Context: an optimization exercise on an open-source flow, tuned for small area and few clock cycles. The choices shown serve that exercise and are no tape-out recipe.
The RTL was checked by simulation tests, not by an equivalence proof against the original design.
Power figures rest on the tool's default switching activity, not on a simulated workload.

try-quartz:
==> flow/design.v <==
module nios_codec (
    input  wire        clk,
    input  wire        rst,             
    input  wire        op_valid,
    output wire        op_ready,
    input  wire [63:0] op,
    output reg         rsp_valid,
    output wire [1:0]  rsp_kind,        
    output wire [63:0] rsp_data,
    output wire        ev_notice,
    output wire [5:0]  ev_notice_obs,
    output wire [5:0]  ev_notice_exp,
    output wire        ev_suppressed,
    output wire        ev_sample,
    output wire [31:0] ev_sample_val,
    output wire        ev_summary,
    output wire [34:0] ev_summary_val
);
    localparam [2:0] OP_NOP = 3'd0, OP_ENC = 3'd1, OP_CMDRD = 3'd2, OP_DSTART = 3'd3,
                     OP_DBYTE = 3'd4, OP_DEND = 3'd5, OP_READ = 3'd6, OP_RESET = 3'd7;
    localparam [1:0] PH_IDLE = 2'd0, PH_CMD = 2'd1, PH_DEC = 2'd2, PH_DONE = 2'd3;
    localparam [2:0] E_NONE = 3'd0, E_ARG = 3'd1, E_INPUT = 3'd2, E_SEQ = 3'd3, E_ILL = 3'd4;
    localparam [1:0] R_OK = 2'd0, R_VAL = 2'd1, R_FAULT = 2'd2, R_REFUSED = 2'd3;
    reg [1:0]  ph;
    reg [2:0]  err;
    reg [31:0] cmd;
    reg [34:0] rec_done;
    reg [1:0]  byte_idx;
    reg [23:0] asm_buf;
    reg [34:0] loss;
    reg [31:0] last_word;
    reg        last_mis;
    reg        have_rec;        
    reg [1:0]  r_kind;
    reg        r_cmdrd;
    reg [2:0]  r_sel;
    reg        r_sample;
    reg        r_summary;
    reg [5:0]  r_exp;
    assign op_ready = ~(busy & op[63]);
    wire       fire     = op_valid & op_ready;
    wire [2:0] opc      = op[63:61];
    wire       in_fault = |err;
    reg rsv_bad;
    always @* begin
        case (opc)
            OP_NOP, OP_DSTART, OP_DEND: rsv_bad = |op[60:0];
            OP_CMDRD:                   rsv_bad = |op[60:2];
            OP_DBYTE:                   rsv_bad = |op[60:8];
            OP_READ:                    rsv_bad = |op[60:3];
            default:                    rsv_bad = 1'b0;
        endcase
    end
    reg admitted;
    always @* begin
        case (opc)
            OP_ENC:    admitted = (ph == PH_IDLE);
            OP_CMDRD:  admitted = (ph != PH_IDLE);
            OP_DSTART: admitted = (ph == PH_CMD);
            OP_DBYTE:  admitted = (ph == PH_DEC);
            OP_DEND:   admitted = (ph == PH_DEC);
            default:   admitted = 1'b1;
        endcase
    end
    reg  [33:0] half_total;
    reg  [2:0]  mcnt;
    wire        busy       = |mcnt;
    wire [34:0] total_calc = {half_total, 1'b0};
    wire [34:0] rec_total  = ph[1] ? total_calc : 35'd0;
    wire        all_done   = (rec_done == total_calc);
    wire [5:0]  exp_ctr  = have_rec ? last_word[26:21] + 6'd1 : 6'd0;
    wire [31:0] rec_word = {asm_buf, op[7:0]};
    wire [5:0]  rec_ctr  = rec_word[26:21];
    wire        rec_mis  = (rec_ctr != exp_ctr);
    wire [31:0] enc_ch     = op[57:26];
    wire        enc_ch_bad = enc_ch[31] | (|enc_ch[30:3]);
    reg        fault;
    reg [2:0]  fault_code;
    reg [1:0]  n_kind;
    reg        do_reset, do_enc, do_dstart, do_byte, do_rec, do_dend;
    always @* begin
        fault = 1'b0; fault_code = E_NONE; n_kind = R_OK;
        do_reset = 1'b0; do_enc = 1'b0; do_dstart = 1'b0; do_byte = 1'b0; do_rec = 1'b0; do_dend = 1'b0;
        if (opc == OP_RESET) begin
            do_reset = 1'b1;
        end else if (in_fault) begin
            if ((opc == OP_NOP || opc == OP_READ) && !rsv_bad) n_kind = (opc == OP_READ) ? R_VAL : R_OK;
            else n_kind = R_REFUSED;
        end else if (rsv_bad) begin
            fault = 1'b1; fault_code = E_ILL;
        end else if (!admitted) begin
            fault = 1'b1; fault_code = E_SEQ;
        end else begin
            case (opc)
                OP_ENC: begin
                    if (enc_ch_bad) begin fault = 1'b1; fault_code = E_ARG; end
                    else do_enc = 1'b1;
                end
                OP_CMDRD:  n_kind = R_VAL;
                OP_DSTART: do_dstart = 1'b1;
                OP_DBYTE: begin
                    if (all_done) begin fault = 1'b1; fault_code = E_INPUT; end
                    else if (byte_idx != 2'd3) do_byte = 1'b1;
                    else do_rec = 1'b1;
                end
                OP_DEND: begin
                    if (byte_idx != 2'd0 || !all_done) begin fault = 1'b1; fault_code = E_INPUT; end
                    else do_dend = 1'b1;
                end
                OP_READ:   n_kind = R_VAL;
                default:   n_kind = R_OK;
            endcase
        end
        if (fault) n_kind = R_FAULT;
    end
    always @(posedge clk) begin
        if (rst || (fire && do_reset)) begin
            ph        <= PH_IDLE;
            err       <= E_NONE;
            cmd       <= 32'd0;
            rec_done  <= 35'd0;
            byte_idx  <= 2'd0;
            loss      <= 35'd0;
            last_word <= 32'd0;
            last_mis  <= 1'b0;
            have_rec  <= 1'b0;
        end else if (fire) begin
            if (fault) err <= fault_code;
            if (do_enc) begin
                cmd <= {op[60], op[59:58], enc_ch[2:0], op[25:0]};
                ph  <= PH_CMD;
            end
            if (do_dstart) ph <= PH_DEC;
            if (do_dend)   ph <= PH_DONE;
            if (do_byte)   byte_idx <= byte_idx + 2'd1;
            if (do_rec) begin
                byte_idx  <= 2'd0;
                if (rec_mis) loss <= loss + 35'd1;
                last_word <= rec_word;
                last_mis  <= rec_mis;
                have_rec  <= 1'b1;
                rec_done  <= rec_done + 35'd1;
            end
        end
    end
    always @(posedge clk) begin
        if (rst) mcnt <= 3'd0;
        else if (fire && do_enc) mcnt <= 3'd4;
        else if (busy) mcnt <= mcnt - 3'd1;
    end
    always @(posedge clk) begin
        if (fire && do_enc) half_total <= {8'd0, op[25:0]};
        else if (busy) half_total <= {half_total[31:0], 2'b00} - ((mcnt == 3'd2) ? 34'd0 : {8'd0, cmd[25:0]});
    end
    always @(posedge clk)
        if (fire && opc == OP_DBYTE) asm_buf <= {asm_buf[15:0], op[7:0]};
    always @(posedge clk) begin
        if (rst) rsp_valid <= 1'b0;
        else     rsp_valid <= fire;
    end
    always @(posedge clk) begin
        if (fire) begin
            r_kind    <= n_kind;
            r_cmdrd   <= (opc == OP_CMDRD);
            r_sel     <= op[2:0];
            r_sample  <= do_rec;
            r_summary <= do_dend && (loss > 35'd5);
            r_exp     <= exp_ctr;
        end
    end
    wire [63:0] status_word = {52'd0, (loss >= 35'd5), last_mis, byte_idx, 1'b0, err, 1'b0, |err, ph & {2{~|err}}};
    reg  [34:0] read_val;
    always @* begin
        case (r_sel)
            3'd0: read_val = status_word[34:0];
            3'd1: read_val = {3'd0, cmd};
            3'd2: read_val = rec_total;
            3'd3: read_val = rec_done;
            3'd4: read_val = {29'd0, exp_ctr};
            3'd5: read_val = loss;
            3'd6: read_val = {3'd0, last_word};
            default: read_val = {3'd0, {10{last_word[21]}}, last_word[21:0]};
        endcase
    end
    reg [7:0] cmd_byte;
    always @* begin
        case (r_sel[1:0])
            2'd0: cmd_byte = cmd[31:24];
            2'd1: cmd_byte = cmd[23:16];
            2'd2: cmd_byte = cmd[15:8];
            default: cmd_byte = cmd[7:0];
        endcase
    end
    assign rsp_kind = r_kind;
    assign rsp_data = r_kind[1] ? {61'd0, err} : r_cmdrd ? {56'd0, cmd_byte} : {29'd0, read_val};
    assign ev_sample      = r_sample;
    assign ev_notice      = r_sample & last_mis & (loss <= 35'd5);
    assign ev_suppressed  = r_sample & last_mis & (loss == 35'd5);
    assign ev_notice_obs  = last_word[26:21];
    assign ev_notice_exp  = r_exp;
    assign ev_sample_val  = {{10{last_word[21]}}, last_word[21:0]};
    assign ev_summary     = r_summary;
    assign ev_summary_val = loss;
endmodule
Settings: LEC_CHECK=0, CAP_MARGIN=20, CORE_MARGIN=2, CORE_UTILIZATION=40, SLEW_MARGIN=20; clock period 7.0 ns.
run.sh (not shown) runs the stock make flow with config.mk's settings and CLKGATE_MAP_FILE= SYNTH_SCRIPT=/design/flow/synth_recipe.tcl, a recipe that flattens the netlist after the stock synthesis.
Testbench counts of try-quartz, summed over its fixed seeds: cycles 49,495.
Setup changes, try-quartz to try-indigo
--- a/flow/design.v
+++ b/flow/design.v
@@ -34,12 +34,42 @@
     reg [1:0]  r_kind;
     reg        r_cmdrd;
     reg [2:0]  r_sel;
     reg        r_sample;
     reg        r_summary;
     reg [5:0]  r_exp;
+    function [34:0] inc35(input [34:0] a);
+        integer i; reg c;
+        begin
+            c = 1'b1;
+            for (i = 0; i < 35; i = i + 1) begin
+                inc35[i] = a[i] ^ c;
+                c = c & a[i];
+            end
+        end
+    endfunction
+    function [5:0] inc6(input [5:0] a);
+        integer i; reg c;
+        begin
+            c = 1'b1;
+            for (i = 0; i < 6; i = i + 1) begin
+                inc6[i] = a[i] ^ c;
+                c = c & a[i];
+            end
+        end
+    endfunction
+    function [33:0] sub34(input [33:0] a, input [33:0] b);
+        integer i; reg c;
+        begin
+            c = 1'b1;
+            for (i = 0; i < 34; i = i + 1) begin
+                sub34[i] = a[i] ^ ~b[i] ^ c;
+                c = (a[i] & ~b[i]) | (a[i] & c) | (~b[i] & c);
+            end
+        end
+    endfunction
     assign op_ready = ~(busy & op[63]);
     wire       fire     = op_valid & op_ready;
     wire [2:0] opc      = op[63:61];
     wire       in_fault = |err;
     reg rsv_bad;
     always @* begin
@@ -65,16 +95,20 @@
     reg  [33:0] half_total;
     reg  [2:0]  mcnt;
     wire        busy       = |mcnt;
     wire [34:0] total_calc = {half_total, 1'b0};
     wire [34:0] rec_total  = ph[1] ? total_calc : 35'd0;
     wire        all_done   = (rec_done == total_calc);
-    wire [5:0]  exp_ctr  = have_rec ? last_word[26:21] + 6'd1 : 6'd0;
+    wire [5:0]  exp_ctr  = have_rec ? inc6(last_word[26:21]) : 6'd0;
     wire [31:0] rec_word = {asm_buf, op[7:0]};
     wire [5:0]  rec_ctr  = rec_word[26:21];
     wire        rec_mis  = (rec_ctr != exp_ctr);
+    wire        loss_hz  = ~|loss[34:3];
+    wire        loss_le5 = loss_hz & ~(loss[2] & loss[1]);
+    wire        loss_eq5 = loss_hz & (loss[2:0] == 3'd5);
+    wire        loss_ge5 = ~loss_hz | (loss[2] & (loss[1] | loss[0]));
     wire [31:0] enc_ch     = op[57:26];
     wire        enc_ch_bad = enc_ch[31] | (|enc_ch[30:3]);
     reg        fault;
     reg [2:0]  fault_code;
     reg [1:0]  n_kind;
     reg        do_reset, do_enc, do_dstart, do_byte, do_rec, do_dend;
@@ -129,31 +163,31 @@
             if (do_enc) begin
                 cmd <= {op[60], op[59:58], enc_ch[2:0], op[25:0]};
                 ph  <= PH_CMD;
             end
             if (do_dstart) ph <= PH_DEC;
             if (do_dend)   ph <= PH_DONE;
-            if (do_byte)   byte_idx <= byte_idx + 2'd1;
+            if (do_byte)   byte_idx <= {byte_idx[1] ^ byte_idx[0], ~byte_idx[0]};
             if (do_rec) begin
                 byte_idx  <= 2'd0;
-                if (rec_mis) loss <= loss + 35'd1;
+                if (rec_mis) loss <= inc35(loss);
                 last_word <= rec_word;
                 last_mis  <= rec_mis;
                 have_rec  <= 1'b1;
-                rec_done  <= rec_done + 35'd1;
+                rec_done  <= inc35(rec_done);
             end
         end
     end
     always @(posedge clk) begin
         if (rst) mcnt <= 3'd0;
         else if (fire && do_enc) mcnt <= 3'd4;
         else if (busy) mcnt <= mcnt - 3'd1;
     end
     always @(posedge clk) begin
         if (fire && do_enc) half_total <= {8'd0, op[25:0]};
-        else if (busy) half_total <= {half_total[31:0], 2'b00} - ((mcnt == 3'd2) ? 34'd0 : {8'd0, cmd[25:0]});
+        else if (busy) half_total <= sub34({half_total[31:0], 2'b00}, (mcnt == 3'd2) ? 34'd0 : {8'd0, cmd[25:0]});
     end
     always @(posedge clk)
         if (fire && opc == OP_DBYTE) asm_buf <= {asm_buf[15:0], op[7:0]};
     always @(posedge clk) begin
         if (rst) rsp_valid <= 1'b0;
         else     rsp_valid <= fire;
@@ -161,17 +195,17 @@
     always @(posedge clk) begin
         if (fire) begin
             r_kind    <= n_kind;
             r_cmdrd   <= (opc == OP_CMDRD);
             r_sel     <= op[2:0];
             r_sample  <= do_rec;
-            r_summary <= do_dend && (loss > 35'd5);
+            r_summary <= do_dend && ~loss_le5;
             r_exp     <= exp_ctr;
         end
     end
-    wire [63:0] status_word = {52'd0, (loss >= 35'd5), last_mis, byte_idx, 1'b0, err, 1'b0, |err, ph & {2{~|err}}};
+    wire [63:0] status_word = {52'd0, loss_ge5, last_mis, byte_idx, 1'b0, err, 1'b0, |err, ph & {2{~|err}}};
     reg  [34:0] read_val;
     always @* begin
         case (r_sel)
             3'd0: read_val = status_word[34:0];
             3'd1: read_val = {3'd0, cmd};
             3'd2: read_val = rec_total;
@@ -191,14 +225,14 @@
             default: cmd_byte = cmd[7:0];
         endcase
     end
     assign rsp_kind = r_kind;
     assign rsp_data = r_kind[1] ? {61'd0, err} : r_cmdrd ? {56'd0, cmd_byte} : {29'd0, read_val};
     assign ev_sample      = r_sample;
-    assign ev_notice      = r_sample & last_mis & (loss <= 35'd5);
-    assign ev_suppressed  = r_sample & last_mis & (loss == 35'd5);
+    assign ev_notice      = r_sample & last_mis & loss_le5;
+    assign ev_suppressed  = r_sample & last_mis & loss_eq5;
     assign ev_notice_obs  = last_word[26:21];
     assign ev_notice_exp  = r_exp;
     assign ev_sample_val  = {{10{last_word[21]}}, last_word[21:0]};
     assign ev_summary     = r_summary;
     assign ev_summary_val = loss;
 endmodule
## What came out
try-indigo: complete, dirty (setup timing). In the tables for try-quartz and try-indigo, global-route usage reads lower with try-indigo. Between try-indigo and try-quartz, it is try-indigo whose signal arrival time at the worst endpoint is higher, by 6740 ps. When try-indigo is set beside try-quartz, its synthesized instance count turns out to be about 8% smaller. Between try-quartz and try-indigo, delay of the slowest cell on the worst path is lower for try-indigo, try-quartz comes in above that. Lower adder and majority gate portion of the synthesized area among try-quartz and try-indigo: try-quartz. The reported clock group power was comparable across try-quartz and try-indigo. try-quartz → try-indigo: instance count along the most critical hold path comparable, fill cell total of the finished layout now smaller, HPWL after detailed placement now smaller. Sequential share of the synthesized area (try-indigo over try-quartz): increase, 1.8 points. | total number of cells along the worst setup path | try-indigo vs try-quartz | 32 higher |. Looking at layout multi-input combinational cell count across try-quartz and try-indigo, the one that comes out lower is try-indigo. Against try-quartz, try-indigo comes in about 46% lower on achievable clock frequency. Between try-indigo and try-quartz, it is try-indigo whose number of buffers other than clock buffers in the final layout is higher, by 37.
Testbench counts of try-indigo, summed over its fixed seeds: cycles 49,495.

## re-timing with driven ports
Ports are ideal in the flow. The routed layouts listed here were re-timed in OpenROAD. Step 1 (the two cells are an assumption about what drives the block):
set clk [get_ports {clk}]
set_driving_cell -lib_cell sky130_fd_sc_hd__clkbuf_16 $clk
set_driving_cell -lib_cell sky130_fd_sc_hd__buf_2 [delete_from_list [all_inputs] $clk]
Step 2 moves the port delays by t, midway between the first and last clock arrival at a register: inputs arrive t later, outputs are due t later. That takes back most of the time a late clock gives input paths. Slacks: ideal ports / drivers / drivers and shift; pairs: ideal ports / drivers.
run | t, ns | setup WS [ns] | worst hold slack (ns)
try-quartz | 0.585 | 1.330 / 1.279 / 1.615 | 0.447 / 0.447 / 0.447
try-indigo | 0.589 | -3.561 / -3.561 / -3.561 | 0.453 / 0.453 / 0.453
